Source: an optimization exercise on an open RTL-to-GDS flow (aim: small area, a short achievable clock period and few clock cycles per item). Production flows keep margins and buffers that such runs may drop. RTL that was checked went through simulation tests only; none was proved equivalent to the original. No functional check of the RTL was part of runs 2 and 3. Power and IR drop assume default switching activity.

==> design/flow/design.v <==
module tdes_core (
  input  wire         clk,
  input  wire         rst,
  input  wire         cmd_valid,
  output wire         cmd_ready,
  input  wire [1:0]   cmd_op,
  input  wire [167:0] cmd_key,
  input  wire [63:0]  cmd_data,
  output reg          out_valid,
  output reg  [63:0]  out_data
);
  function [63:0] des_ip;
    input [63:0] x;
    begin
      des_ip = {
        x[6], x[14], x[22], x[30], x[38], x[46], x[54], x[62],
        x[4], x[12], x[20], x[28], x[36], x[44], x[52], x[60],
        x[2], x[10], x[18], x[26], x[34], x[42], x[50], x[58],
        x[0], x[8], x[16], x[24], x[32], x[40], x[48], x[56],
        x[7], x[15], x[23], x[31], x[39], x[47], x[55], x[63],
        x[5], x[13], x[21], x[29], x[37], x[45], x[53], x[61],
        x[3], x[11], x[19], x[27], x[35], x[43], x[51], x[59],
        x[1], x[9], x[17], x[25], x[33], x[41], x[49], x[57]
      };
    end
  endfunction
  function [63:0] des_fp;
    input [63:0] x;
    begin
      des_fp = {
        x[24], x[56], x[16], x[48], x[8], x[40], x[0], x[32],
        x[25], x[57], x[17], x[49], x[9], x[41], x[1], x[33],
        x[26], x[58], x[18], x[50], x[10], x[42], x[2], x[34],
        x[27], x[59], x[19], x[51], x[11], x[43], x[3], x[35],
        x[28], x[60], x[20], x[52], x[12], x[44], x[4], x[36],
        x[29], x[61], x[21], x[53], x[13], x[45], x[5], x[37],
        x[30], x[62], x[22], x[54], x[14], x[46], x[6], x[38],
        x[31], x[63], x[23], x[55], x[15], x[47], x[7], x[39]
      };
    end
  endfunction
  function [47:0] des_e;
    input [31:0] x;
    begin
      des_e = {
        x[0], x[31], x[30], x[29], x[28], x[27], x[28], x[27],
        x[26], x[25], x[24], x[23], x[24], x[23], x[22], x[21],
        x[20], x[19], x[20], x[19], x[18], x[17], x[16], x[15],
        x[16], x[15], x[14], x[13], x[12], x[11], x[12], x[11],
        x[10], x[9], x[8], x[7], x[8], x[7], x[6], x[5],
        x[4], x[3], x[4], x[3], x[2], x[1], x[0], x[31]
      };
    end
  endfunction
  function [31:0] des_p;
    input [31:0] x;
    begin
      des_p = {
        x[16], x[25], x[12], x[11], x[3], x[20], x[4], x[15],
        x[31], x[17], x[9], x[6], x[27], x[14], x[1], x[22],
        x[30], x[24], x[8], x[18], x[0], x[5], x[29], x[23],
        x[13], x[19], x[2], x[26], x[10], x[21], x[28], x[7]
      };
    end
  endfunction
  function [55:0] des_pc1;
    input [63:0] x;
    begin
      des_pc1 = {
        x[7], x[15], x[23], x[31], x[39], x[47], x[55], x[63],
        x[6], x[14], x[22], x[30], x[38], x[46], x[54], x[62],
        x[5], x[13], x[21], x[29], x[37], x[45], x[53], x[61],
        x[4], x[12], x[20], x[28], x[1], x[9], x[17], x[25],
        x[33], x[41], x[49], x[57], x[2], x[10], x[18], x[26],
        x[34], x[42], x[50], x[58], x[3], x[11], x[19], x[27],
        x[35], x[43], x[51], x[59], x[36], x[44], x[52], x[60]
      };
    end
  endfunction
  function [47:0] des_pc2;
    input [55:0] x;
    begin
      des_pc2 = {
        x[42], x[39], x[45], x[32], x[55], x[51], x[53], x[28],
        x[41], x[50], x[35], x[46], x[33], x[37], x[44], x[52],
        x[30], x[48], x[40], x[49], x[29], x[36], x[43], x[54],
        x[15], x[4], x[25], x[19], x[9], x[1], x[26], x[16],
        x[5], x[11], x[23], x[8], x[12], x[7], x[17], x[0],
        x[22], x[3], x[10], x[14], x[6], x[20], x[27], x[24]
      };
    end
  endfunction
  function [3:0] sbox0;
    input [5:0] c;
    begin
      case (c)
        6'd0: sbox0 = 4'd14;
        6'd1: sbox0 = 4'd0;
        6'd2: sbox0 = 4'd4;
        6'd3: sbox0 = 4'd15;
        6'd4: sbox0 = 4'd13;
        6'd5: sbox0 = 4'd7;
        6'd6: sbox0 = 4'd1;
        6'd7: sbox0 = 4'd4;
        6'd8: sbox0 = 4'd2;
        6'd9: sbox0 = 4'd14;
        6'd10: sbox0 = 4'd15;
        6'd11: sbox0 = 4'd2;
        6'd12: sbox0 = 4'd11;
        6'd13: sbox0 = 4'd13;
        6'd14: sbox0 = 4'd8;
        6'd15: sbox0 = 4'd1;
        6'd16: sbox0 = 4'd3;
        6'd17: sbox0 = 4'd10;
        6'd18: sbox0 = 4'd10;
        6'd19: sbox0 = 4'd6;
        6'd20: sbox0 = 4'd6;
        6'd21: sbox0 = 4'd12;
        6'd22: sbox0 = 4'd12;
        6'd23: sbox0 = 4'd11;
        6'd24: sbox0 = 4'd5;
        6'd25: sbox0 = 4'd9;
        6'd26: sbox0 = 4'd9;
        6'd27: sbox0 = 4'd5;
        6'd28: sbox0 = 4'd0;
        6'd29: sbox0 = 4'd3;
        6'd30: sbox0 = 4'd7;
        6'd31: sbox0 = 4'd8;
        6'd32: sbox0 = 4'd4;
        6'd33: sbox0 = 4'd15;
        6'd34: sbox0 = 4'd1;
        6'd35: sbox0 = 4'd12;
        6'd36: sbox0 = 4'd14;
        6'd37: sbox0 = 4'd8;
        6'd38: sbox0 = 4'd8;
        6'd39: sbox0 = 4'd2;
        6'd40: sbox0 = 4'd13;
        6'd41: sbox0 = 4'd4;
        6'd42: sbox0 = 4'd6;
        6'd43: sbox0 = 4'd9;
        6'd44: sbox0 = 4'd2;
        6'd45: sbox0 = 4'd1;
        6'd46: sbox0 = 4'd11;
        6'd47: sbox0 = 4'd7;
        6'd48: sbox0 = 4'd15;
        6'd49: sbox0 = 4'd5;
        6'd50: sbox0 = 4'd12;
        6'd51: sbox0 = 4'd11;
        6'd52: sbox0 = 4'd9;
        6'd53: sbox0 = 4'd3;
        6'd54: sbox0 = 4'd7;
        6'd55: sbox0 = 4'd14;
        6'd56: sbox0 = 4'd3;
        6'd57: sbox0 = 4'd10;
        6'd58: sbox0 = 4'd10;
        6'd59: sbox0 = 4'd0;
        6'd60: sbox0 = 4'd5;
        6'd61: sbox0 = 4'd6;
        6'd62: sbox0 = 4'd0;
        6'd63: sbox0 = 4'd13;
        default: sbox0 = 4'd0;
      endcase
    end
  endfunction
  function [3:0] sbox1;
    input [5:0] c;
    begin
      case (c)
        6'd0: sbox1 = 4'd15;
        6'd1: sbox1 = 4'd3;
        6'd2: sbox1 = 4'd1;
        6'd3: sbox1 = 4'd13;
        6'd4: sbox1 = 4'd8;
        6'd5: sbox1 = 4'd4;
        6'd6: sbox1 = 4'd14;
        6'd7: sbox1 = 4'd7;
        6'd8: sbox1 = 4'd6;
        6'd9: sbox1 = 4'd15;
        6'd10: sbox1 = 4'd11;
        6'd11: sbox1 = 4'd2;
        6'd12: sbox1 = 4'd3;
        6'd13: sbox1 = 4'd8;
        6'd14: sbox1 = 4'd4;
        6'd15: sbox1 = 4'd14;
        6'd16: sbox1 = 4'd9;
        6'd17: sbox1 = 4'd12;
        6'd18: sbox1 = 4'd7;
        6'd19: sbox1 = 4'd0;
        6'd20: sbox1 = 4'd2;
        6'd21: sbox1 = 4'd1;
        6'd22: sbox1 = 4'd13;
        6'd23: sbox1 = 4'd10;
        6'd24: sbox1 = 4'd12;
        6'd25: sbox1 = 4'd6;
        6'd26: sbox1 = 4'd0;
        6'd27: sbox1 = 4'd9;
        6'd28: sbox1 = 4'd5;
        6'd29: sbox1 = 4'd11;
        6'd30: sbox1 = 4'd10;
        6'd31: sbox1 = 4'd5;
        6'd32: sbox1 = 4'd0;
        6'd33: sbox1 = 4'd13;
        6'd34: sbox1 = 4'd14;
        6'd35: sbox1 = 4'd8;
        6'd36: sbox1 = 4'd7;
        6'd37: sbox1 = 4'd10;
        6'd38: sbox1 = 4'd11;
        6'd39: sbox1 = 4'd1;
        6'd40: sbox1 = 4'd10;
        6'd41: sbox1 = 4'd3;
        6'd42: sbox1 = 4'd4;
        6'd43: sbox1 = 4'd15;
        6'd44: sbox1 = 4'd13;
        6'd45: sbox1 = 4'd4;
        6'd46: sbox1 = 4'd1;
        6'd47: sbox1 = 4'd2;
        6'd48: sbox1 = 4'd5;
        6'd49: sbox1 = 4'd11;
        6'd50: sbox1 = 4'd8;
        6'd51: sbox1 = 4'd6;
        6'd52: sbox1 = 4'd12;
        6'd53: sbox1 = 4'd7;
        6'd54: sbox1 = 4'd6;
        6'd55: sbox1 = 4'd12;
        6'd56: sbox1 = 4'd9;
        6'd57: sbox1 = 4'd0;
        6'd58: sbox1 = 4'd3;
        6'd59: sbox1 = 4'd5;
        6'd60: sbox1 = 4'd2;
        6'd61: sbox1 = 4'd14;
        6'd62: sbox1 = 4'd15;
        6'd63: sbox1 = 4'd9;
        default: sbox1 = 4'd0;
      endcase
    end
  endfunction
  function [3:0] sbox2;
    input [5:0] c;
    begin
      case (c)
        6'd0: sbox2 = 4'd10;
        6'd1: sbox2 = 4'd13;
        6'd2: sbox2 = 4'd0;
        6'd3: sbox2 = 4'd7;
        6'd4: sbox2 = 4'd9;
        6'd5: sbox2 = 4'd0;
        6'd6: sbox2 = 4'd14;
        6'd7: sbox2 = 4'd9;
        6'd8: sbox2 = 4'd6;
        6'd9: sbox2 = 4'd3;
        6'd10: sbox2 = 4'd3;
        6'd11: sbox2 = 4'd4;
        6'd12: sbox2 = 4'd15;
        6'd13: sbox2 = 4'd6;
        6'd14: sbox2 = 4'd5;
        6'd15: sbox2 = 4'd10;
        6'd16: sbox2 = 4'd1;
        6'd17: sbox2 = 4'd2;
        6'd18: sbox2 = 4'd13;
        6'd19: sbox2 = 4'd8;
        6'd20: sbox2 = 4'd12;
        6'd21: sbox2 = 4'd5;
        6'd22: sbox2 = 4'd7;
        6'd23: sbox2 = 4'd14;
        6'd24: sbox2 = 4'd11;
        6'd25: sbox2 = 4'd12;
        6'd26: sbox2 = 4'd4;
        6'd27: sbox2 = 4'd11;
        6'd28: sbox2 = 4'd2;
        6'd29: sbox2 = 4'd15;
        6'd30: sbox2 = 4'd8;
        6'd31: sbox2 = 4'd1;
        6'd32: sbox2 = 4'd13;
        6'd33: sbox2 = 4'd1;
        6'd34: sbox2 = 4'd6;
        6'd35: sbox2 = 4'd10;
        6'd36: sbox2 = 4'd4;
        6'd37: sbox2 = 4'd13;
        6'd38: sbox2 = 4'd9;
        6'd39: sbox2 = 4'd0;
        6'd40: sbox2 = 4'd8;
        6'd41: sbox2 = 4'd6;
        6'd42: sbox2 = 4'd15;
        6'd43: sbox2 = 4'd9;
        6'd44: sbox2 = 4'd3;
        6'd45: sbox2 = 4'd8;
        6'd46: sbox2 = 4'd0;
        6'd47: sbox2 = 4'd7;
        6'd48: sbox2 = 4'd11;
        6'd49: sbox2 = 4'd4;
        6'd50: sbox2 = 4'd1;
        6'd51: sbox2 = 4'd15;
        6'd52: sbox2 = 4'd2;
        6'd53: sbox2 = 4'd14;
        6'd54: sbox2 = 4'd12;
        6'd55: sbox2 = 4'd3;
        6'd56: sbox2 = 4'd5;
        6'd57: sbox2 = 4'd11;
        6'd58: sbox2 = 4'd10;
        6'd59: sbox2 = 4'd5;
        6'd60: sbox2 = 4'd14;
        6'd61: sbox2 = 4'd2;
        6'd62: sbox2 = 4'd7;
        6'd63: sbox2 = 4'd12;
        default: sbox2 = 4'd0;
      endcase
    end
  endfunction
  function [3:0] sbox3;
    input [5:0] c;
    begin
      case (c)
        6'd0: sbox3 = 4'd7;
        6'd1: sbox3 = 4'd13;
        6'd2: sbox3 = 4'd13;
        6'd3: sbox3 = 4'd8;
        6'd4: sbox3 = 4'd14;
        6'd5: sbox3 = 4'd11;
        6'd6: sbox3 = 4'd3;
        6'd7: sbox3 = 4'd5;
        6'd8: sbox3 = 4'd0;
        6'd9: sbox3 = 4'd6;
        6'd10: sbox3 = 4'd6;
        6'd11: sbox3 = 4'd15;
        6'd12: sbox3 = 4'd9;
        6'd13: sbox3 = 4'd0;
        6'd14: sbox3 = 4'd10;
        6'd15: sbox3 = 4'd3;
        6'd16: sbox3 = 4'd1;
        6'd17: sbox3 = 4'd4;
        6'd18: sbox3 = 4'd2;
        6'd19: sbox3 = 4'd7;
        6'd20: sbox3 = 4'd8;
        6'd21: sbox3 = 4'd2;
        6'd22: sbox3 = 4'd5;
        6'd23: sbox3 = 4'd12;
        6'd24: sbox3 = 4'd11;
        6'd25: sbox3 = 4'd1;
        6'd26: sbox3 = 4'd12;
        6'd27: sbox3 = 4'd10;
        6'd28: sbox3 = 4'd4;
        6'd29: sbox3 = 4'd14;
        6'd30: sbox3 = 4'd15;
        6'd31: sbox3 = 4'd9;
        6'd32: sbox3 = 4'd10;
        6'd33: sbox3 = 4'd3;
        6'd34: sbox3 = 4'd6;
        6'd35: sbox3 = 4'd15;
        6'd36: sbox3 = 4'd9;
        6'd37: sbox3 = 4'd0;
        6'd38: sbox3 = 4'd0;
        6'd39: sbox3 = 4'd6;
        6'd40: sbox3 = 4'd12;
        6'd41: sbox3 = 4'd10;
        6'd42: sbox3 = 4'd11;
        6'd43: sbox3 = 4'd1;
        6'd44: sbox3 = 4'd7;
        6'd45: sbox3 = 4'd13;
        6'd46: sbox3 = 4'd13;
        6'd47: sbox3 = 4'd8;
        6'd48: sbox3 = 4'd15;
        6'd49: sbox3 = 4'd9;
        6'd50: sbox3 = 4'd1;
        6'd51: sbox3 = 4'd4;
        6'd52: sbox3 = 4'd3;
        6'd53: sbox3 = 4'd5;
        6'd54: sbox3 = 4'd14;
        6'd55: sbox3 = 4'd11;
        6'd56: sbox3 = 4'd5;
        6'd57: sbox3 = 4'd12;
        6'd58: sbox3 = 4'd2;
        6'd59: sbox3 = 4'd7;
        6'd60: sbox3 = 4'd8;
        6'd61: sbox3 = 4'd2;
        6'd62: sbox3 = 4'd4;
        6'd63: sbox3 = 4'd14;
        default: sbox3 = 4'd0;
      endcase
    end
  endfunction
  function [3:0] sbox4;
    input [5:0] c;
    begin
      case (c)
        6'd0: sbox4 = 4'd2;
        6'd1: sbox4 = 4'd14;
        6'd2: sbox4 = 4'd12;
        6'd3: sbox4 = 4'd11;
        6'd4: sbox4 = 4'd4;
        6'd5: sbox4 = 4'd2;
        6'd6: sbox4 = 4'd1;
        6'd7: sbox4 = 4'd12;
        6'd8: sbox4 = 4'd7;
        6'd9: sbox4 = 4'd4;
        6'd10: sbox4 = 4'd10;
        6'd11: sbox4 = 4'd7;
        6'd12: sbox4 = 4'd11;
        6'd13: sbox4 = 4'd13;
        6'd14: sbox4 = 4'd6;
        6'd15: sbox4 = 4'd1;
        6'd16: sbox4 = 4'd8;
        6'd17: sbox4 = 4'd5;
        6'd18: sbox4 = 4'd5;
        6'd19: sbox4 = 4'd0;
        6'd20: sbox4 = 4'd3;
        6'd21: sbox4 = 4'd15;
        6'd22: sbox4 = 4'd15;
        6'd23: sbox4 = 4'd10;
        6'd24: sbox4 = 4'd13;
        6'd25: sbox4 = 4'd3;
        6'd26: sbox4 = 4'd0;
        6'd27: sbox4 = 4'd9;
        6'd28: sbox4 = 4'd14;
        6'd29: sbox4 = 4'd8;
        6'd30: sbox4 = 4'd9;
        6'd31: sbox4 = 4'd6;
        6'd32: sbox4 = 4'd4;
        6'd33: sbox4 = 4'd11;
        6'd34: sbox4 = 4'd2;
        6'd35: sbox4 = 4'd8;
        6'd36: sbox4 = 4'd1;
        6'd37: sbox4 = 4'd12;
        6'd38: sbox4 = 4'd11;
        6'd39: sbox4 = 4'd7;
        6'd40: sbox4 = 4'd10;
        6'd41: sbox4 = 4'd1;
        6'd42: sbox4 = 4'd13;
        6'd43: sbox4 = 4'd14;
        6'd44: sbox4 = 4'd7;
        6'd45: sbox4 = 4'd2;
        6'd46: sbox4 = 4'd8;
        6'd47: sbox4 = 4'd13;
        6'd48: sbox4 = 4'd15;
        6'd49: sbox4 = 4'd6;
        6'd50: sbox4 = 4'd9;
        6'd51: sbox4 = 4'd15;
        6'd52: sbox4 = 4'd12;
        6'd53: sbox4 = 4'd0;
        6'd54: sbox4 = 4'd5;
        6'd55: sbox4 = 4'd9;
        6'd56: sbox4 = 4'd6;
        6'd57: sbox4 = 4'd10;
        6'd58: sbox4 = 4'd3;
        6'd59: sbox4 = 4'd4;
        6'd60: sbox4 = 4'd0;
        6'd61: sbox4 = 4'd5;
        6'd62: sbox4 = 4'd14;
        6'd63: sbox4 = 4'd3;
        default: sbox4 = 4'd0;
      endcase
    end
  endfunction
  function [3:0] sbox5;
    input [5:0] c;
    begin
      case (c)
        6'd0: sbox5 = 4'd12;
        6'd1: sbox5 = 4'd10;
        6'd2: sbox5 = 4'd1;
        6'd3: sbox5 = 4'd15;
        6'd4: sbox5 = 4'd10;
        6'd5: sbox5 = 4'd4;
        6'd6: sbox5 = 4'd15;
        6'd7: sbox5 = 4'd2;
        6'd8: sbox5 = 4'd9;
        6'd9: sbox5 = 4'd7;
        6'd10: sbox5 = 4'd2;
        6'd11: sbox5 = 4'd12;
        6'd12: sbox5 = 4'd6;
        6'd13: sbox5 = 4'd9;
        6'd14: sbox5 = 4'd8;
        6'd15: sbox5 = 4'd5;
        6'd16: sbox5 = 4'd0;
        6'd17: sbox5 = 4'd6;
        6'd18: sbox5 = 4'd13;
        6'd19: sbox5 = 4'd1;
        6'd20: sbox5 = 4'd3;
        6'd21: sbox5 = 4'd13;
        6'd22: sbox5 = 4'd4;
        6'd23: sbox5 = 4'd14;
        6'd24: sbox5 = 4'd14;
        6'd25: sbox5 = 4'd0;
        6'd26: sbox5 = 4'd7;
        6'd27: sbox5 = 4'd11;
        6'd28: sbox5 = 4'd5;
        6'd29: sbox5 = 4'd3;
        6'd30: sbox5 = 4'd11;
        6'd31: sbox5 = 4'd8;
        6'd32: sbox5 = 4'd9;
        6'd33: sbox5 = 4'd4;
        6'd34: sbox5 = 4'd14;
        6'd35: sbox5 = 4'd3;
        6'd36: sbox5 = 4'd15;
        6'd37: sbox5 = 4'd2;
        6'd38: sbox5 = 4'd5;
        6'd39: sbox5 = 4'd12;
        6'd40: sbox5 = 4'd2;
        6'd41: sbox5 = 4'd9;
        6'd42: sbox5 = 4'd8;
        6'd43: sbox5 = 4'd5;
        6'd44: sbox5 = 4'd12;
        6'd45: sbox5 = 4'd15;
        6'd46: sbox5 = 4'd3;
        6'd47: sbox5 = 4'd10;
        6'd48: sbox5 = 4'd7;
        6'd49: sbox5 = 4'd11;
        6'd50: sbox5 = 4'd0;
        6'd51: sbox5 = 4'd14;
        6'd52: sbox5 = 4'd4;
        6'd53: sbox5 = 4'd1;
        6'd54: sbox5 = 4'd10;
        6'd55: sbox5 = 4'd7;
        6'd56: sbox5 = 4'd1;
        6'd57: sbox5 = 4'd6;
        6'd58: sbox5 = 4'd13;
        6'd59: sbox5 = 4'd0;
        6'd60: sbox5 = 4'd11;
        6'd61: sbox5 = 4'd8;
        6'd62: sbox5 = 4'd6;
        6'd63: sbox5 = 4'd13;
        default: sbox5 = 4'd0;
      endcase
    end
  endfunction
  function [3:0] sbox6;
    input [5:0] c;
    begin
      case (c)
        6'd0: sbox6 = 4'd4;
        6'd1: sbox6 = 4'd13;
        6'd2: sbox6 = 4'd11;
        6'd3: sbox6 = 4'd0;
        6'd4: sbox6 = 4'd2;
        6'd5: sbox6 = 4'd11;
        6'd6: sbox6 = 4'd14;
        6'd7: sbox6 = 4'd7;
        6'd8: sbox6 = 4'd15;
        6'd9: sbox6 = 4'd4;
        6'd10: sbox6 = 4'd0;
        6'd11: sbox6 = 4'd9;
        6'd12: sbox6 = 4'd8;
        6'd13: sbox6 = 4'd1;
        6'd14: sbox6 = 4'd13;
        6'd15: sbox6 = 4'd10;
        6'd16: sbox6 = 4'd3;
        6'd17: sbox6 = 4'd14;
        6'd18: sbox6 = 4'd12;
        6'd19: sbox6 = 4'd3;
        6'd20: sbox6 = 4'd9;
        6'd21: sbox6 = 4'd5;
        6'd22: sbox6 = 4'd7;
        6'd23: sbox6 = 4'd12;
        6'd24: sbox6 = 4'd5;
        6'd25: sbox6 = 4'd2;
        6'd26: sbox6 = 4'd10;
        6'd27: sbox6 = 4'd15;
        6'd28: sbox6 = 4'd6;
        6'd29: sbox6 = 4'd8;
        6'd30: sbox6 = 4'd1;
        6'd31: sbox6 = 4'd6;
        6'd32: sbox6 = 4'd1;
        6'd33: sbox6 = 4'd6;
        6'd34: sbox6 = 4'd4;
        6'd35: sbox6 = 4'd11;
        6'd36: sbox6 = 4'd11;
        6'd37: sbox6 = 4'd13;
        6'd38: sbox6 = 4'd13;
        6'd39: sbox6 = 4'd8;
        6'd40: sbox6 = 4'd12;
        6'd41: sbox6 = 4'd1;
        6'd42: sbox6 = 4'd3;
        6'd43: sbox6 = 4'd4;
        6'd44: sbox6 = 4'd7;
        6'd45: sbox6 = 4'd10;
        6'd46: sbox6 = 4'd14;
        6'd47: sbox6 = 4'd7;
        6'd48: sbox6 = 4'd10;
        6'd49: sbox6 = 4'd9;
        6'd50: sbox6 = 4'd15;
        6'd51: sbox6 = 4'd5;
        6'd52: sbox6 = 4'd6;
        6'd53: sbox6 = 4'd0;
        6'd54: sbox6 = 4'd8;
        6'd55: sbox6 = 4'd15;
        6'd56: sbox6 = 4'd0;
        6'd57: sbox6 = 4'd14;
        6'd58: sbox6 = 4'd5;
        6'd59: sbox6 = 4'd2;
        6'd60: sbox6 = 4'd9;
        6'd61: sbox6 = 4'd3;
        6'd62: sbox6 = 4'd2;
        6'd63: sbox6 = 4'd12;
        default: sbox6 = 4'd0;
      endcase
    end
  endfunction
  function [3:0] sbox7;
    input [5:0] c;
    begin
      case (c)
        6'd0: sbox7 = 4'd13;
        6'd1: sbox7 = 4'd1;
        6'd2: sbox7 = 4'd2;
        6'd3: sbox7 = 4'd15;
        6'd4: sbox7 = 4'd8;
        6'd5: sbox7 = 4'd13;
        6'd6: sbox7 = 4'd4;
        6'd7: sbox7 = 4'd8;
        6'd8: sbox7 = 4'd6;
        6'd9: sbox7 = 4'd10;
        6'd10: sbox7 = 4'd15;
        6'd11: sbox7 = 4'd3;
        6'd12: sbox7 = 4'd11;
        6'd13: sbox7 = 4'd7;
        6'd14: sbox7 = 4'd1;
        6'd15: sbox7 = 4'd4;
        6'd16: sbox7 = 4'd10;
        6'd17: sbox7 = 4'd12;
        6'd18: sbox7 = 4'd9;
        6'd19: sbox7 = 4'd5;
        6'd20: sbox7 = 4'd3;
        6'd21: sbox7 = 4'd6;
        6'd22: sbox7 = 4'd14;
        6'd23: sbox7 = 4'd11;
        6'd24: sbox7 = 4'd5;
        6'd25: sbox7 = 4'd0;
        6'd26: sbox7 = 4'd0;
        6'd27: sbox7 = 4'd14;
        6'd28: sbox7 = 4'd12;
        6'd29: sbox7 = 4'd9;
        6'd30: sbox7 = 4'd7;
        6'd31: sbox7 = 4'd2;
        6'd32: sbox7 = 4'd7;
        6'd33: sbox7 = 4'd2;
        6'd34: sbox7 = 4'd11;
        6'd35: sbox7 = 4'd1;
        6'd36: sbox7 = 4'd4;
        6'd37: sbox7 = 4'd14;
        6'd38: sbox7 = 4'd1;
        6'd39: sbox7 = 4'd7;
        6'd40: sbox7 = 4'd9;
        6'd41: sbox7 = 4'd4;
        6'd42: sbox7 = 4'd12;
        6'd43: sbox7 = 4'd10;
        6'd44: sbox7 = 4'd14;
        6'd45: sbox7 = 4'd8;
        6'd46: sbox7 = 4'd2;
        6'd47: sbox7 = 4'd13;
        6'd48: sbox7 = 4'd0;
        6'd49: sbox7 = 4'd15;
        6'd50: sbox7 = 4'd6;
        6'd51: sbox7 = 4'd12;
        6'd52: sbox7 = 4'd10;
        6'd53: sbox7 = 4'd9;
        6'd54: sbox7 = 4'd13;
        6'd55: sbox7 = 4'd0;
        6'd56: sbox7 = 4'd15;
        6'd57: sbox7 = 4'd3;
        6'd58: sbox7 = 4'd3;
        6'd59: sbox7 = 4'd5;
        6'd60: sbox7 = 4'd5;
        6'd61: sbox7 = 4'd6;
        6'd62: sbox7 = 4'd8;
        6'd63: sbox7 = 4'd11;
        default: sbox7 = 4'd0;
      endcase
    end
  endfunction
  function [27:0] rol28;
    input [27:0] x;
    input        two;
    begin
      rol28 = two ? {x[25:0], x[27:26]} : {x[26:0], x[27]};
    end
  endfunction
  function [27:0] ror28;
    input [27:0] x;
    input        two;
    begin
      ror28 = two ? {x[1:0], x[27:2]} : {x[0], x[27:1]};
    end
  endfunction
  function shift_two;
    input [3:0] r;
    begin
      shift_two = !(r == 4'd0 || r == 4'd1 || r == 4'd8 || r == 4'd15);
    end
  endfunction
  function [31:0] feistel;
    input [31:0] h;
    input [47:0] k;
    reg   [47:0] x;
    begin
      x = des_e(h) ^ k;
      feistel = des_p({sbox0(x[47:42]), sbox1(x[41:36]), sbox2(x[35:30]),
                       sbox3(x[29:24]), sbox4(x[23:18]), sbox5(x[17:12]),
                       sbox6(x[11:6]),  sbox7(x[5:0])});
    end
  endfunction
  reg [167:0] key;         
  reg         key_tdes;    
  reg         busy;        
  reg         op_dec;      
  reg  [1:0]  stage;       
  reg  [3:0]  round;       
  reg  [31:0] L, R;        
  reg  [27:0] C, D;        
  assign cmd_ready = !busy;
  wire accept    = cmd_valid && cmd_ready;
  wire accept_bl = accept && !cmd_op[1];
  wire accept_kl = accept &&  cmd_op[1];
  function [1:0] stage_key;
    input       tdes;
    input       dec;
    input [1:0] stg;
    begin
      if (!tdes)
        stage_key = 2'd0;
      else if (!dec)
        stage_key = stg;
      else
        stage_key = 2'd2 - stg;
    end
  endfunction
  function stage_dec;
    input       tdes;
    input       dec;
    input [1:0] stg;
    begin
      stage_dec = dec ^ (tdes && stg == 2'd1);
    end
  endfunction
  function [55:0] stage_cd;
    input [167:0] k;
    input [1:0]   sel;
    input         dec;
    reg   [55:0]  third;
    reg   [55:0]  pk;
    begin
      case (sel)
        2'd0:    third = k[167:112];
        2'd1:    third = k[111:56];
        default: third = k[55:0];
      endcase
      pk = des_pc1({8'h00, third});
      if (dec)
        stage_cd = pk;
      else
        stage_cd = {rol28(pk[55:28], 1'b0), rol28(pk[27:0], 1'b0)};
    end
  endfunction
  wire        cur_tdes = key_tdes;
  wire        cur_dec  = stage_dec(cur_tdes, op_dec, stage);
  wire        last_stage = !cur_tdes || stage == 2'd2;
  wire [47:0] subkey   = des_pc2({C, D});
  wire [31:0] new_L    = R;
  wire [31:0] new_R    = L ^ feistel(R, subkey);
  wire [63:0] stage_out = des_fp({new_R, new_L});
  wire [27:0] next_C = cur_dec ? ror28(C, shift_two(4'd15 - round))
                               : rol28(C, shift_two(round + 4'd1));
  wire [27:0] next_D = cur_dec ? ror28(D, shift_two(4'd15 - round))
                               : rol28(D, shift_two(round + 4'd1));
  always @(posedge clk) begin
    if (rst) begin
      busy      <= 1'b0;
      out_valid <= 1'b0;
    end else begin
      out_valid <= 1'b0;
      if (accept_kl) begin
        key      <= cmd_key;
        key_tdes <= cmd_op[0];
      end
      if (accept_bl) begin
        busy    <= 1'b1;
        op_dec  <= cmd_op[0];
        stage   <= 2'd0;
        round   <= 4'd0;
        {L, R}  <= des_ip(cmd_data);
        {C, D}  <= stage_cd(key, stage_key(key_tdes, cmd_op[0], 2'd0),
                            stage_dec(key_tdes, cmd_op[0], 2'd0));
      end else if (busy) begin
        if (round == 4'd15) begin
          if (last_stage) begin
            busy      <= 1'b0;
            out_valid <= 1'b1;
            out_data  <= stage_out;
          end else begin
            stage  <= stage + 2'd1;
            round  <= 4'd0;
            {L, R} <= des_ip(stage_out);
            {C, D} <= stage_cd(key, stage_key(cur_tdes, op_dec, stage + 2'd1),
                               stage_dec(cur_tdes, op_dec, stage + 2'd1));
          end
        end else begin
          round <= round + 4'd1;
          L     <= new_L;
          R     <= new_R;
          C     <= next_C;
          D     <= next_D;
        end
      end
    end
  end
endmodule
==> design/flow/config.mk <==
export PLATFORM = sky130hd
export DESIGN_NAME = tdes_core
export DESIGN_NICKNAME = tdes_core
export VERILOG_FILES = /design/flow/design.v
export SDC_FILE = /design/flow/constraint.sdc
export NUM_CORES = 4
export LEC_CHECK = 0
export CAP_MARGIN = 20
export CORE_MARGIN = 2
export CORE_UTILIZATION = 40
export SLEW_MARGIN = 20
==> design/flow/run.sh <==
#!/bin/bash
# synth_recipe.tcl (not shown) runs the flow's synth.tcl, then flattens the netlist and writes it again
# the make line also repeats each setting of config.mk as NAME=value (left out here)
make -C /OpenROAD-flow-scripts/flow DESIGN_CONFIG=/design/flow/config.mk WORK_HOME=/design/flow/orfs CLKGATE_MAP_FILE= SYNTH_SCRIPT=/design/flow/synth_recipe.tcl finish
==> design/flow/constraint.sdc <==
create_clock -name core_clock -period 5.0 [get_ports {clk}]
set_input_delay 1.0000 -clock core_clock [delete_from_list [all_inputs] [get_ports {clk}]]
set_output_delay 1.0000 -clock core_clock [all_outputs]
set_load 0.01 [all_outputs]
==> results of run 1 <==
[where the power goes]
| group | internal (mW) | switching, mW | total (mW) | leakage (nW) |
|---|---|---|---|---|
| Combinational | 1.29 | 1.62 | 2.91 | 5.99 |
| Clock | 1.65 | 1.26 | 2.91 | 0.636 |
| Sequential | 3.40 | 0.193 | 3.59 | 3.12 |
[per-layer routing]
layer  track usage (%)  vias up  routed length (um)
met2              37.1      729               31100
li1                  -     7963                   -
met5                 0        -                   0
met4              9.64        0                2860
met1              32.4     8426               29000
met3              4.25      124                4880
[flip-flops by register name, summed over array words and instances, names as in the netlist, 2 cells and up]
name,cells
C,28
round,4
stage,2
key,147
D,28
L,32
R,32
out_data,64
[critical path, cell delays in order (launching register included)]
cell	delay, ps
sky130_fd_sc_hd__edfxtp_1	560
sky130_fd_sc_hd__xor2_2	520
sky130_fd_sc_hd__inv_2	190
sky130_fd_sc_hd__ha_1	320
sky130_fd_sc_hd__or2_2	360
sky130_fd_sc_hd__mux4_2	480
sky130_fd_sc_hd__nand2_1	80
sky130_fd_sc_hd__nand3_1	60
sky130_fd_sc_hd__o21ai_0	430
sky130_fd_sc_hd__xnor2_1	250
sky130_fd_sc_hd__mux2_2	330
[final timing paths]
kind	start	endpoint	slack, ps	cells after the start
setup / recovery	R[0]	R[17]	1160	10
setup reg to reg	R[0]	R[17]	1160	10
hold / removal	R[9]	out_data[51]	580	0
hold reg to reg	R[9]	out_data[51]	580	0
[cells in the final DEF, fill, tap and decap left out, drive strengths merged, types with 52 or more instances in the layout]
master / synthesis / routed
edfxtp: 339 / 339
clkdlybuf4s50: 0 / 280
nand2: 238 / 238
mux2i: 153 / 153
nor2: 105 / 105
o21ai: 95 / 95
mux2: 83 / 83
xnor2: 72 / 72
ha: 65 / 65
o211ai: 62 / 62
xor2: 59 / 59
a21oi: 58 / 58
inv: 50 / 53
a211oi: 52 / 52
buf: 46 / 52
[kinds of logic after synthesis]
logic type      share of synthesized area [%]
fa+ha+maj                                3.74
xor+xnor                                 5.83
mux                                      15.0
buf+inv                                  3.48
simple gates                             8.60
compound gates                           16.4
flops                                    47.0
[per-stage QoR]
step | cells | hold slack [ps] | power, mW | util (%)
after floorplan | 1947 | 472 | 5.63 | -
after global placement | 2834 | 566 | 6.48 | 47.3
after CTS | 2908 | 581 | 9.45 | 49.7
after global routing | 2908 | 609 | 9.87 | 49.8
after detailed placement | 2835 | 567 | 6.52 | 47.3
final | 2908 | 584 | 9.42 | 49.8
[cell type report]
cell class	count	share of cell area, %
flip-flops and latches	341	38.1
inverters	51	0.714
well taps	696	3.25
repair buffers	332	12.2
multi-input cells	1415	40.9
clock inverters	28	1.05
clock buffers	45	3.81
==> run summary, run 1 <==
Status:
- The flow ran to the end and the layout has no timing, DRC or antenna violations.

Clock tree:
- For this design, the CTS-stage hold fixing added 0 buffers.
- In this run the post-CTS setup repair buffer count came out at 0.
- The H-tree generated during clock tree synthesis spans 2 levels.
- The longest clock path from root to sink contains 3 buffers.
- The CTS tree is yes.
- Clock tree synthesis found a total of 341 sinks.
- The tree is rooted in a sky130_fd_sc_hd__clkbuf_16.
- The later-pin clock latency in the skew report is roughly 590 ps.
- Once the clock tree was built, the resizer swapped 0 gates to a different size.
- The number of clock buffers added by TritonCTS is 40.
- The CTS clock-pin slew for the worst setup and hold paths is 60 ps.

Floorplan:
- The initialized floorplan defines 85 standard-cell rows.
- The die width is 237 um.
- The number of top-level pins is slightly above 300.
- The placeable core area is 53,800 um^2.
- Measured along the y axis, the die boundary spans 237 um.
- The floorplan die area is between 50,000 and 60,000 um^2.
- The initial utilization of the core area, before any placement, comes to 40.4%.

STA:
- At the pin with the least slew margin, the transition time is about 1100 ps.
- The number of endpoints with negative hold slack in the final report is 0.
- The worst path in the final design needs a cycle of 3840 ps, including I/O delays and setup.
- The final count of negative-setup-slack endpoints is 0.
- The period utilization is between 70% and 80%.
- The relative max-transition margin is 28.2%.
- The final setup TNS is 0 ps.
- Across the routed clock network, the largest skew measured is 18.8 ps.
- After layout, the worst setup slack is 1160 ps.
- The maximum operating frequency is 261 MHz.
- Setup repair after global routing left no endpoint under its margin.
- The number of slew-limit violations in the final report came to 0.

Synthesis:
- Synthesis inferred roughly 340 register bits.
- Ranked by instance count, the synthesized netlist is headed by 339 x sky130_fd_sc_hd__edfxtp_1, 238 x sky130_fd_sc_hd__nand2_1, 153 x sky130_fd_sc_hd__mux2i_1, 105 x sky130_fd_sc_hd__nor2_1, 94 x sky130_fd_sc_hd__clkbuf_1.
- The distinct cell type count after synthesis is 67.
- The most common cell in the synthesized netlist is sky130_fd_sc_hd__edfxtp_1.
- Of all cell types, the one taking the most synthesized area is sky130_fd_sc_hd__edfxtp_1.
- The gate count of the mapped netlist is 1,947.
- The sequential element share of the synthesized area is between 40% and 50%.
- The fraction of registers with async set/reset is 0%.
- The most used flip-flop cell after synthesis is sky130_fd_sc_hd__edfxtp_1.
- For this run, the number of Yosys warnings is 1.
- The count of flip-flops with a built-in enable after synthesis is 339.
- The number of nets produced by synthesis is 2,249.
- The total standard cell area after synthesis is 21,800 um^2.
- The post-synthesis average cell area is roughly 11 um^2.
- The area share of the largest cell type after synthesis is 46.8%.
- By area the synthesized netlist is led by sky130_fd_sc_hd__edfxtp_1 47%, sky130_fd_sc_hd__mux2i_1 7.0%, sky130_fd_sc_hd__mux2_2 4.3%.

Cells and area:
- The synthesis-to-layout area growth is 23.2%.
- The fraction of layout instances using a drive strength above 1 is between 10% and 20%.
- The cell area after layout is 26,800 um^2.
- The register cell area after layout is 10,200 um^2.
- The fill cell instance count of the final layout is 4,821.
- The count of nets after finishing is 2,483.
- In the final layout, the multi-input gates occupy 11,000 um^2.
- The number of antenna repair diodes is 0.

Routing:
- The first detailed-routing pass took 6 iterations.
- The residual antenna-violating net count after detailed routing is 0.
- The detail-routed via count per cell is 5.93.
- Wires add up to 67,800 um.
- The final route contains approximately 17,000 vias.
- Dividing the detail-routed wire length by the instance count gives 23.3 um.
- The post-route DRC violation count is 0.
- After the first detailed-routing iteration, the DRC count stood at 1,670.

Place:
- Summed over all nets, the half-perimeter wirelength after detailed placement is 49,000 um.
- The total cell area at the placement stage is 25,500 um^2.
- The pre-CTS setup slack is 1220 ps.
- The final weighted congestion in routability-driven placement is 0.889.
- In this run the tool buffered the top-level ports with 281 buffer cells.

Power and ir drop:
- The analysis attributes to cell leakage a power of 9.75 nW.
- VDD sags by at most 0.270 mV.
- The power density over cell area is 351 nW/um^2.

Worst setup path:
- In this run the worst path has a maximum fanout of 10.
- Data on the critical path is required at its endpoint by 5320 ps.
- The type of destination of the critical path is a register.
- The category of the most critical setup path is register to register.
- At the worst endpoint, the arrival time is about 4200 ps.
- The worst setup path is launched from a register.

GRT:
- For this run, the total global-route usage over all layers was measured as between 20% and 30%.
- The number of antenna violations at the first check in global routing is 0.
- Entering global routing, the biggest net connects 89 pins.
- The first global-routing pass estimated 102,000 um of wire.
- The number of global-route vias before repair is about 17,000.
- Global routing finished with a remaining overflow of 0.

Flow run:
- Max-cap violations in this run came to 0.

Min path:
- The type of the worst min-delay path is register to register.
Testbench counts, summed over its fixed seeds: cycles 146,392, blocks 4,205.
==> run 2: changes to the inputs <==
--- a/design/flow/design.v
+++ b/design/flow/design.v
@@ -706,9 +706,7 @@
   reg  [31:0] L, R;        
   reg  [27:0] C, D;        
   assign cmd_ready = !busy;
-  wire accept    = cmd_valid && cmd_ready;
-  wire accept_bl = accept && !cmd_op[1];
-  wire accept_kl = accept &&  cmd_op[1];
+  wire accept    = cmd_valid && !busy;
   function [1:0] stage_key;
     input       tdes;
     input       dec;
@@ -749,55 +747,47 @@
         stage_cd = {rol28(pk[55:28], 1'b0), rol28(pk[27:0], 1'b0)};
     end
   endfunction
-  wire        cur_tdes = key_tdes;
-  wire        cur_dec  = stage_dec(cur_tdes, op_dec, stage);
-  wire        last_stage = !cur_tdes || stage == 2'd2;
-  wire [47:0] subkey   = des_pc2({C, D});
-  wire [31:0] new_L    = R;
-  wire [31:0] new_R    = L ^ feistel(R, subkey);
-  wire [63:0] stage_out = des_fp({new_R, new_L});
-  wire [27:0] next_C = cur_dec ? ror28(C, shift_two(4'd15 - round))
-                               : rol28(C, shift_two(round + 4'd1));
-  wire [27:0] next_D = cur_dec ? ror28(D, shift_two(4'd15 - round))
-                               : rol28(D, shift_two(round + 4'd1));
+  wire        cur_dec    = stage_dec(key_tdes, op_dec, stage);
+  wire        last_stage = !key_tdes || stage == 2'd2;
+  wire        last_round = round == 4'd15;
+  wire [47:0] subkey = des_pc2({C, D});
+  wire [31:0] f      = L ^ feistel(R, subkey);
+  wire        one    = round == 4'd0 || round == 4'd7 || round == 4'd14;
+  always @(*) out_data = des_fp({L, R});
   always @(posedge clk) begin
     if (rst) begin
       busy      <= 1'b0;
       out_valid <= 1'b0;
     end else begin
-      out_valid <= 1'b0;
-      if (accept_kl) begin
-        key      <= cmd_key;
-        key_tdes <= cmd_op[0];
-      end
-      if (accept_bl) begin
-        busy    <= 1'b1;
-        op_dec  <= cmd_op[0];
-        stage   <= 2'd0;
-        round   <= 4'd0;
-        {L, R}  <= des_ip(cmd_data);
-        {C, D}  <= stage_cd(key, stage_key(key_tdes, cmd_op[0], 2'd0),
-                            stage_dec(key_tdes, cmd_op[0], 2'd0));
-      end else if (busy) begin
-        if (round == 4'd15) begin
-          if (last_stage) begin
-            busy      <= 1'b0;
-            out_valid <= 1'b1;
-            out_data  <= stage_out;
-          end else begin
-            stage  <= stage + 2'd1;
-            round  <= 4'd0;
-            {L, R} <= des_ip(stage_out);
-            {C, D} <= stage_cd(key, stage_key(cur_tdes, op_dec, stage + 2'd1),
-                               stage_dec(cur_tdes, op_dec, stage + 2'd1));
-          end
-        end else begin
-          round <= round + 4'd1;
-          L     <= new_L;
-          R     <= new_R;
-          C     <= next_C;
-          D     <= next_D;
-        end
+      out_valid <= busy && last_round && last_stage;
+      if (!busy)
+        busy <= cmd_valid && !cmd_op[1];
+      else if (last_round && last_stage)
+        busy <= 1'b0;
+    end
+    if (accept && cmd_op[1]) begin
+      key      <= cmd_key;
+      key_tdes <= cmd_op[0];
+    end
+    if (!busy) begin
+      op_dec <= cmd_op[0];
+      stage  <= 2'd0;
+      round  <= 4'd0;
+      {L, R} <= des_ip(cmd_data);
+      {C, D} <= stage_cd(key, stage_key(key_tdes, cmd_op[0], 2'd0),
+                         stage_dec(key_tdes, cmd_op[0], 2'd0));
+    end else begin
+      round <= round + 4'd1;
+      if (last_round) begin
+        L      <= f;
+        stage  <= stage + 2'd1;
+        {C, D} <= stage_cd(key, stage_key(key_tdes, op_dec, stage + 2'd1),
+                           stage_dec(key_tdes, op_dec, stage + 2'd1));
+      end else begin
+        L <= R;
+        R <= f;
+        C <= cur_dec ? ror28(C, !one) : rol28(C, !one);
+        D <= cur_dec ? ror28(D, !one) : rol28(D, !one);
       end
     end
   end
==> run summary, run 2 <==
Status:
- The run finished with no timing, DRC or antenna violations.

Clock tree:
- The clock root buffer is sky130_fd_sc_hd__clkbuf_16.
- The number of buffers created by CTS is 34 (-15%).
- The total number of clock tree sinks is 277 (-19%).
- The later-pin clock latency in the skew report is 570 ps (-20 ps).
- The CTS tree is yes.
- The setup fix buffers added after clock tree synthesis is 0 (unchanged).
- The CTS clock-pin slew for the worst setup and hold paths is 60 ps (about the same).
- The post-CTS resize count came to 0 (unchanged).
- The H-tree level count is 2 (unchanged).
- The largest buffer count on any clock path was 3 (unchanged).
- The total of hold buffers inserted after clock tree synthesis is 0 (unchanged).

STA:
- The setup slack after layout is 1200 ps (+34.4 ps).
- The maximum operating frequency was 263 MHz (+0.91%).
- The relative max-transition margin is 25.6% (-2.7 points).
- The final count of negative-setup-slack endpoints is 0 (unchanged).
- The period utilization is 76.0% (-0.69 points).
- The post-route worst hold slack was 466 ps (-118 ps).
- The number of endpoints with negative hold slack in the final report was 0 (unchanged).
- The number of slew-limit violations in the final report was 0 (unchanged).
- Setup repair after global routing left no endpoint under its margin.
- The final setup skew is 29.8 ps (+11.0 ps).
- The clock period minus worst slack is 3800 ps (-34.4 ps).
- The final setup TNS is 0 ps (unchanged).
- The slew of the pin with the lowest slew margin is 1110 ps (+39.6 ps).

Power and ir drop:
- The share of power burned in registers was 30.6% (-7.5 points).
- The net switching power was 3.82 mW (+24%).
- The highest ir drop seen on vdd came to 0.203 mV (-25%).
- The power density over cell area came to 411 nW/um^2 (+17%).
- The leakage power is 8.78 nW (-10%).
- The part of the total power dissipated in the clock network was 25.6% (-5.3 points).
- The combinational power share is 43.8% (+13 points).
- The net switching fraction of the power came to 38.7% (+6.1 points).
- The internal power is 6.04 mW (-4.7%).

Worst setup path:
- Following the worst setup path forward leads to its endpoint at R[24].
- The cell with the biggest individual delay on the critical path is sky130_fd_sc_hd__xnor2_1.
- The startpoint kind of the worst setup timing path is a register.
- The arrival time at the worst endpoint is 4050 ps (-110 ps).
- STA classifies the critical path endpoint as a register.
- The startpoint of the worst setup timing path is R[12].
- The register-to-register setup slack is 1200 ps (+30 ps).
- The capture point of the worst reg-to-reg path is R[24].
- Walking the worst path, the cells encountered are xnor2_1 -> inv_1 -> ha_1 -> inv_1 -> mux2i_1 -> mux4_2 -> mux2i_1 -> xor2_1 -> a21oi_1.
- The worst register-to-register path begins at R[12].
- The required time of the worst setup path is 5250 ps (-70 ps).
- The category of the most critical setup path is register to register.
- The highest fanout seen on the critical path was 12 (+2).
- The delay of the slowest critical-path stage came to 760 ps (+200 ps).
- The depth of the worst register-to-register path is 9 (-1).

Routing:
- The initial DRC count is 1,768 (+5.9%).
- The routed length per instance is 23.0 um (-1.5%).
- The detail-routed via count per cell was 6.23 (+5.0%).
- The number of vias in the routed layout is 17,200 (-0.17%).
- The residual antenna-violating net count after detailed routing came to 0 (unchanged).
- The total wire length is 63,500 um (-6.4%).
- The count of TritonRoute iterations in the first routing pass is 11 (+5).
- The post-route DRC violation count is 0 (unchanged).

Synthesis:
- The leading register cell type out of synthesis is sky130_fd_sc_hd__edfxtp_1.
- The total standard cell area after synthesis is 19,500 um^2 (-10%).
- The synthesized flop and latch total is 277 (-19%).
- The number of nets produced by synthesis is 2,213 (-1.6%).
- The distinct cell type count after synthesis is 86 (+28%).
- By count the netlist is led by 212 x sky130_fd_sc_hd__nand2_1, 181 x sky130_fd_sc_hd__edfxtp_1, 147 x sky130_fd_sc_hd__mux2i_1, 110 x sky130_fd_sc_hd__a21oi_1, 98 x sky130_fd_sc_hd__clkbuf_1.
- The post-synthesis average cell area came to 10.2 um^2 (-8.8%).
- The sequential element share of the synthesized area is 37.7% (-9.3 points).
- The gate count of the mapped netlist is 1,916 (-1.6%).
- Among all cell types in the netlist, the one instantiated most often is sky130_fd_sc_hd__nand2_1.
- The count of flip-flops with a built-in enable after synthesis is 181 (-47%).
- The area share of the largest cell type after synthesis is 27.8% (-19 points).
- The fraction of registers with async set/reset was 0% (unchanged).
- Yosys attributes the largest share of cell area to sky130_fd_sc_hd__edfxtp_1 28%, sky130_fd_sc_hd__dfxtp_1 9.8%, sky130_fd_sc_hd__mux4_2 8.3%.
- The number of warnings reported in the yosys synthesis log is 1 (unchanged).
- The cell type with the highest aggregate area in the netlist is sky130_fd_sc_hd__edfxtp_1.

Floorplan:
- The number of core rows came to 80 (-5.9%).
- The height of the die is 225 um (-5.2%).
- The placeable core area came to 47,900 um^2 (-11%).
- The number of top-level pins is 303 (unchanged).
- The die width was 225 um (-5.2%).
- The initial core utilization was 40.7% (+0.31 points).
- The floorplan die area is 50,600 um^2 (-10%).

GRT:
- The first-pass GRT wire length was 96,900 um (-4.8%).
- The global route total overflow was 0 (unchanged).
- The overall fraction of global-route tracks in use came to 24.5% (+0.86 points).
- The number of global-route vias before repair was 16,400 (-1.5%).
- The maximum number of pins on one net before global-route repair is 110 (+24%).
- The number of antenna violations at the first check in global routing is 0 (unchanged).

Min path:
- The worst hold path begins at round[0].
- The type of the worst min-delay path is register to register.

Cells and area:
- In the layout the commonest cells are 280 x sky130_fd_sc_hd__clkdlybuf4s50_1, 211 x sky130_fd_sc_hd__nand2_1, 181 x sky130_fd_sc_hd__edfxtp_1.
- The multi-input combinational cell area is 11,500 um^2 (+4.8%).
- The count of nets after finishing came to 2,421 (-2.5%).
- The register bank with the most flops is key.
- The fraction of layout instances using a drive strength above 1 is 10.2% (-2.2 points).
- The flip-flop count of the largest register after layout is 147 (unchanged).
- The number of antenna repair diodes came to 0 (unchanged).
- Relative to the synthesized area, the layout overhead comes to 23.0%.
- The fill cell instance count of the final layout is 4,311 (-11%).
- The most frequent standard cell in the layout excluding fill and tap cells is sky130_fd_sc_hd__clkdlybuf4s50_1.
- The register cell area after layout is 7360 um^2 (-28%).
- In the final layout, the registers with the most flip-flops are key (147), L (32), R (32).

Place:
- The count of input and output buffers is 281 (unchanged).
- The sum of net half-perimeters after detailed placement is 45,300 um (-7.5%).
- The pre-CTS setup slack was 1240 ps (+23.9 ps).
- The final weighted congestion in routability-driven placement was 0.896 (+0.74%).

Flow run:
- The max-cap violation count came to 0 (unchanged).
-- run 2: changes by cell type in the layout (fill, tap and decap cells not counted), sizes merged, moves of 26 or more --
| cell | before | now |
|---|---|---|
| edfxtp | 339 | 181 |
| and3 | 5 | 32 |
| a22oi | 14 | 46 |
| nand2 | 238 | 212 |
| a21oi | 58 | 110 |
| mux2 | 83 | 17 |
| mux4 | 35 | 73 |
| o211ai | 62 | 32 |
| dfxtp | 2 | 96 |
| a31oi | 47 | 8 |
| a211oi | 52 | 23 |
-- run 2: power by group through the flow --
stage                     clock network [mW]  logic (mW)  registers (mW)
after global placement                     0        4.16            3.04
final                                   2.52        4.32            3.02
after CTS                               2.57        4.27            3.01
after global routing                    2.65        4.72            3.04
after detailed placement                   0        4.24            3.06
after floorplan                            0        3.09            2.92
-- run 2: how the worst min path moves through the flow --
stage               depth (start not counted)  slack, ps  endpoint
floorplan                                   1        410  round[0]
global placement                            1        430  round[0]
detailed placement                          1        440  round[0]
CTS                                         1        450  round[0]
global route                                1        490  round[0]
finish                                      1        470  round[0]
-- run 2: logic make-up (layout without fill, tap and decap cells) --
family	after synthesis	after routing	synth area share, %
AOI/OAI and AO/OA	532	532	19.5
xor gates and xnor gates	113	113	5.71
adders and majority gates	60	60	3.84
buffers and inverters	190	423	4.27
DFF	277	277	37.7
muxes	238	238	17.0
and+or+nand+nor	506	506	12.0
-- run 2: cell type report --
cell class                      count  area share (%)
Clock buffer                       41            3.65
Clock inverter                     20            1.00
Inverter                           42           0.687
Multi-Input combinational cell   1449            47.8
Sequential cell                   277            30.6
Tap cell                          615            3.20
Timing Repair Buffer              320            13.0
-- run 2: worst max-delay path, delay by kind of cell (launching register included) --
kind | cells | cell delay (ps)
flops | 1 | 520
buf+inv | 2 | 500
xor+xnor | 2 | 970
mux | 3 | 870
fa+ha+maj | 1 | 530
compound gates | 1 | 100
-- run 2: stage by stage --
stage	util, %	power [mW]	cells	area, um^2
floorplan	-	6.01	1916	19500
global placement	47.6	7.21	2702	22800
detailed placement	47.6	7.30	2702	22800
CTS	50.0	9.85	2763	24000
global route	50.1	10.4	2764	24000
finish	50.1	9.87	2764	24000
-- run 2: layer usage --
metal / GRT usage [%] / wire length [um] / vias to the layer above
met1: 35.7 / 28900 / 8464
met5: 0 / 0 / -
met3: 4.02 / 5040 / 62
li1: - / - / 7909
met2: 37.7 / 28200 / 777
met4: 6.30 / 1340 / 0
==> run 3: changes to the inputs <==
--- a/design/flow/config.mk
+++ b/design/flow/config.mk
@@ -5,7 +5,9 @@
 export SDC_FILE = /design/flow/constraint.sdc
 export NUM_CORES = 4
 export LEC_CHECK = 0
+export ABC_CLOCK_PERIOD_IN_PS = 2000
 export CAP_MARGIN = 20
 export CORE_MARGIN = 2
 export CORE_UTILIZATION = 40
+export SETUP_SLACK_MARGIN = 3.0
 export SLEW_MARGIN = 20
==> run summary, run 3 <==
Clock tree:
- The H-tree level count was 2 (unchanged).
- TritonCTS built the clock tree.
- The number of buffers created by CTS is 34 (unchanged).
- The total number of clock tree sinks is 277 (unchanged).
- The CTS clock-pin slew for the worst setup and hold paths was 70 ps (about the same).
- The clock root buffer is sky130_fd_sc_hd__clkbuf_16.
- The later-pin clock latency in the skew report is 580 ps (about the same).
- The largest buffer count on any clock path was 3 (unchanged).
- The total of hold buffers inserted after clock tree synthesis came to 0 (unchanged).

Floorplan:
- The initial core utilization is 40.7% (unchanged).
- The height of the die is 225 um (unchanged).
- The number of top-level pins came to 303 (unchanged).
- The number of core rows was 80 (unchanged).
- The die width is 225 um (unchanged).
- The placeable core area is 47,900 um^2 (unchanged).
- The floorplan die area came to 50,600 um^2 (unchanged).

STA:
- The final count of negative-setup-slack endpoints came to 0 (unchanged).
- The clock period minus worst slack came to 2670 ps (-1130 ps).
- The relative max-transition margin is 36.7% (+11 points).
- The post-route worst hold slack was 471 ps (+5.17 ps).
- The period utilization was 53.5% (-23 points).
- The maximum operating frequency is 374 MHz (+42%).
- The number of endpoints with negative hold slack in the final report is 0 (unchanged).
- The number of slew-limit violations in the final report was 0 (unchanged).
- The final setup TNS is 0 ps (unchanged).
- The slew of the pin with the lowest slew margin was 950 ps (-163 ps).
- Setup repair after global routing could not meet its margin everywhere.
- The final setup skew is 33.5 ps (+3.73 ps).

Cells and area:
- The count of nets after finishing is 2,814 (+16%).
- The synthesis-to-layout area growth is 58.4%.
- Leaving out fill and tap cells, the most frequent cell in the layout is sky130_fd_sc_hd__buf_4.
- More flip-flops sit in one register than any other, and that register is key.
- The fraction of layout instances using a drive strength above 1 is 41.0% (+31 points).
- The flip-flop count of the largest register after layout was 147 (unchanged).
- The fill cell instance count of the final layout came to 3,637 (-16%).
- Leaving out fill and tap cells, the most frequent cells in the layout are 256 x sky130_fd_sc_hd__buf_4, 214 x sky130_fd_sc_hd__clkdlybuf4s50_1, 202 x sky130_fd_sc_hd__nand2_1.
- The largest registers in the layout are key (147), L (32), R (32).

Min path:
- The path class of the tightest hold or removal check is register to register.
- The depth of the worst hold-timing path is 1 (unchanged).

Worst setup path:
- The category of the most critical setup path is register to register.
- The startpoint kind of the worst setup timing path is a register.
- The type of destination of the critical path is a register.
- The arrival time at the worst endpoint was 3110 ps (-940 ps).
- The depth of the worst register-to-register path is 9 (unchanged).
- The required time of the worst setup path is 5430 ps (+180 ps).
- The highest fanout seen on the critical path is 7 (-5).

Synthesis:
- The area share of the largest cell type after synthesis was 27.8% (unchanged).
- The distinct cell type count after synthesis is 86 (unchanged).
- The number of warnings reported in the yosys synthesis log is 1 (unchanged).
- The gate count of the mapped netlist is 1,916 (unchanged).
- The count of flip-flops with a built-in enable after synthesis is 181 (unchanged).
- The most common cell in the synthesized netlist is sky130_fd_sc_hd__nand2_1.
- The share of the synthesized netlist area taken by xor and xnor gates came to 5.71% (unchanged).
- The sequential element share of the synthesized area was 37.7% (unchanged).
- The leading register cell type out of synthesis is sky130_fd_sc_hd__edfxtp_1.
- The fraction of synthesized area in multiplexers came to 17.0% (unchanged).
- The synthesized flop and latch total is 277 (unchanged).
- sky130_fd_sc_hd__edfxtp_1 takes more of the synthesized area than any other cell.
- The adder-cell share of the synthesized area is 3.84% (unchanged).
- The total standard cell area after synthesis is 19,500 um^2 (unchanged).
- After synthesis, the most frequently instantiated cells are 212 x sky130_fd_sc_hd__nand2_1, 181 x sky130_fd_sc_hd__edfxtp_1, 147 x sky130_fd_sc_hd__mux2i_1, 110 x sky130_fd_sc_hd__a21oi_1, 98 x sky130_fd_sc_hd__clkbuf_1.
- The fraction of registers with async set/reset is 0% (unchanged).
- The post-synthesis average cell area is 10.2 um^2 (unchanged).
- The simple logic cell fraction of the synthesized area is 12.0% (unchanged).
- The complex-gate fraction of the synthesized area is 19.5% (unchanged).
- The dominant combinational cell family by area after synthesis is compound AO/OA/AOI/OAI gates.
- Ranked by total cell area, the synthesized netlist is headed by sky130_fd_sc_hd__edfxtp_1 28%, sky130_fd_sc_hd__dfxtp_1 9.8%, sky130_fd_sc_hd__mux4_2 8.3%.
- The number of nets produced by synthesis is 2,213 (unchanged).

Place:
- The sum of net half-perimeters after detailed placement is 45,800 um (+1.2%).
- The final weighted congestion in routability-driven placement is 0.899 (+0.38%).
- The count of input and output buffers is 281 (unchanged).

Power and ir drop:
- The internal power is 7.82 mW (+29%).
- The combinational power share was 57.1% (+13 points).
- The share of power burned in registers was 22.9% (-7.7 points).
- The leakage power is 11.6 nW (+32%).
- The net switching fraction of the power was 39.1% (+0.32 points).
- The highest ir drop seen on vdd was 0.208 mV (+2.4%).
- The overall power of the completed layout was 12.8 mW (+30%).
- The power density over cell area is 415 nW/um^2 (+1.1%).
- The net switching power is 5.02 mW (+31%).
- The part of the total power dissipated in the clock network was 20.0% (-5.6 points).

Routing:
- The routed length per instance is 24.2 um (+5.5%).
- The total wire length is 76,600 um (+21%).
- The number of vias in the routed layout came to 19,500 (+13%).
- The count of TritonRoute iterations in the first routing pass is 7 (-4).
- The residual antenna-violating net count after detailed routing is 0 (unchanged).
- The post-route DRC violation count is 0 (unchanged).
- The detail-routed via count per cell came to 6.17 (-0.90%).
- The initial DRC count is 1,929 (+9.1%).

Status:
- The flow ran to the end and the layout has no timing, DRC or antenna violations.

GRT:
- The first-pass GRT wire length is 112,000 um (+15%).
- The overall fraction of global-route tracks in use was 28.6% (+4.1 points).
- The number of global-route vias before repair is 18,900 (+15%).
- The maximum number of pins on one net before global-route repair is 88 (-20%).
- The global route total overflow came to 0 (unchanged).
- The number of antenna violations at the first check in global routing is 1 (+1).

Flow run:
- The max-cap violation count was 0 (unchanged).
-- run 3: final timing paths --
kind | from | end | slack [ps]
worst min-delay path | round[0] | round[0] | 470
worst max-delay path | R[31] | L[17] | 2330
worst min register to register | round[0] | round[0] | 470
worst max register to register | R[31] | L[17] | 2330
-- run 3: logic make-up (layout without fill, tap and decap cells) --
kind of cell	count (synthesis)	after routing
AO/OA/AOI/OAI	532	535
XOR/XNOR	113	116
adder cells (fa/ha/maj)	60	60
buffers and inverters	190	808
flip-flops	277	277
multiplexers	238	238
other	0	1
AND/OR/NAND/NOR	506	509
-- run 3: area by class of cell --
type,instances,area (um^2),area share (%)
Multi-Input combinational cell,1458,14200,45.8
Sequential cell,277,7450,24.1
Timing Repair Buffer,702,7150,23.1
Clock buffer,39,891,2.88
Tap cell,615,769,2.49
Inverter,42,245,0.793
Clock inverter,23,243,0.785
Timing Repair inverter,2,17.5,0.0566
Antenna cell,1,2.50,0.00809
-- run 3: power by group through the flow --
stage	combinational (mW)	clock, mW	sequential, mW
detailed placement	4.75	0	3.09
global placement	4.68	0	3.08
finish	7.32	2.57	2.94
CTS	6.61	2.59	2.92
global route	7.76	2.68	2.96
floorplan	3.68	0	2.94
-- run 3: per-layer routing --
| layer | part of all wire, % | wire, um | GRT usage (%) |
|---|---|---|---|
| met1 | 42 | 31800 | 39.1 |
| met2 | 46 | 35300 | 45.4 |
| met3 | 8.3 | 6330 | 4.82 |
| met4 | 4.1 | 3130 | 10.9 |
| met5 | 0.010 | 8 | 0 |
-- run 3: worst max-delay path: stages (launching register included) --
cell,delay (ps)
sky130_fd_sc_hd__edfxtp_1,420
sky130_fd_sc_hd__buf_12,170
sky130_fd_sc_hd__xor2_4,350
sky130_fd_sc_hd__buf_4,190
sky130_fd_sc_hd__ha_4,150
sky130_fd_sc_hd__inv_1,50
sky130_fd_sc_hd__mux4_2,470
sky130_fd_sc_hd__a211oi_4,290
sky130_fd_sc_hd__nor4_1,70
sky130_fd_sc_hd__or3b_1,360
-- run 3: per-stage QoR --
stage	setup slack, ps	std cells	cell area [um^2]	util, %
floorplan	2400	1916	20700	-
global placement	1740	2700	23800	49.6
detailed placement	1690	2700	23800	49.6
CTS	2380	3091	29600	61.7
global route	2230	3158	30900	64.5
finish	2330	3159	30900	64.5
-- run 3: timing repair --
item / CTS / global route
endpoints found under the hold margin: 0 / 0
resized for setup: 686 / 178
pin swaps: 169 / 97
cloned: 14 / 8
endpoints found under the setup margin: 348 / 205
buffers inserted: 315 / 59

[afterwards: timing with drivers on the ports]
In the flow no input, the clock included, has a driving cell. The finished layouts below were timed again as built, in two steps.
Step 1: set_driving_cell puts a clkbuf_16 on clk and a buf_2 on each other input, an assumption about the parent block.
Step 2, shift: input delay + t, output delay - t, t = (earliest + latest rising clock arrival at the registers) / 2. This alone moves slack from input paths to output paths.
Slacks: ideal ports / drivers / drivers and shift; pairs: ideal ports / drivers.
run | t (ns) | slack for setup (ns) | cell pins on the clock port's net
run 1 | 0.633 | 1.163 / 1.163 / 1.163 | 1
run 2 | 0.608 | 1.198 / 1.198 / 1.198 | 1
run 3 | 0.623 | 2.327 / 2.327 / 2.287 | 1
After both steps every run listed still meets setup and hold. The setup slack of run 3, which loses most, moves by 0.000 ns with the drivers and by -0.040 ns with both steps.
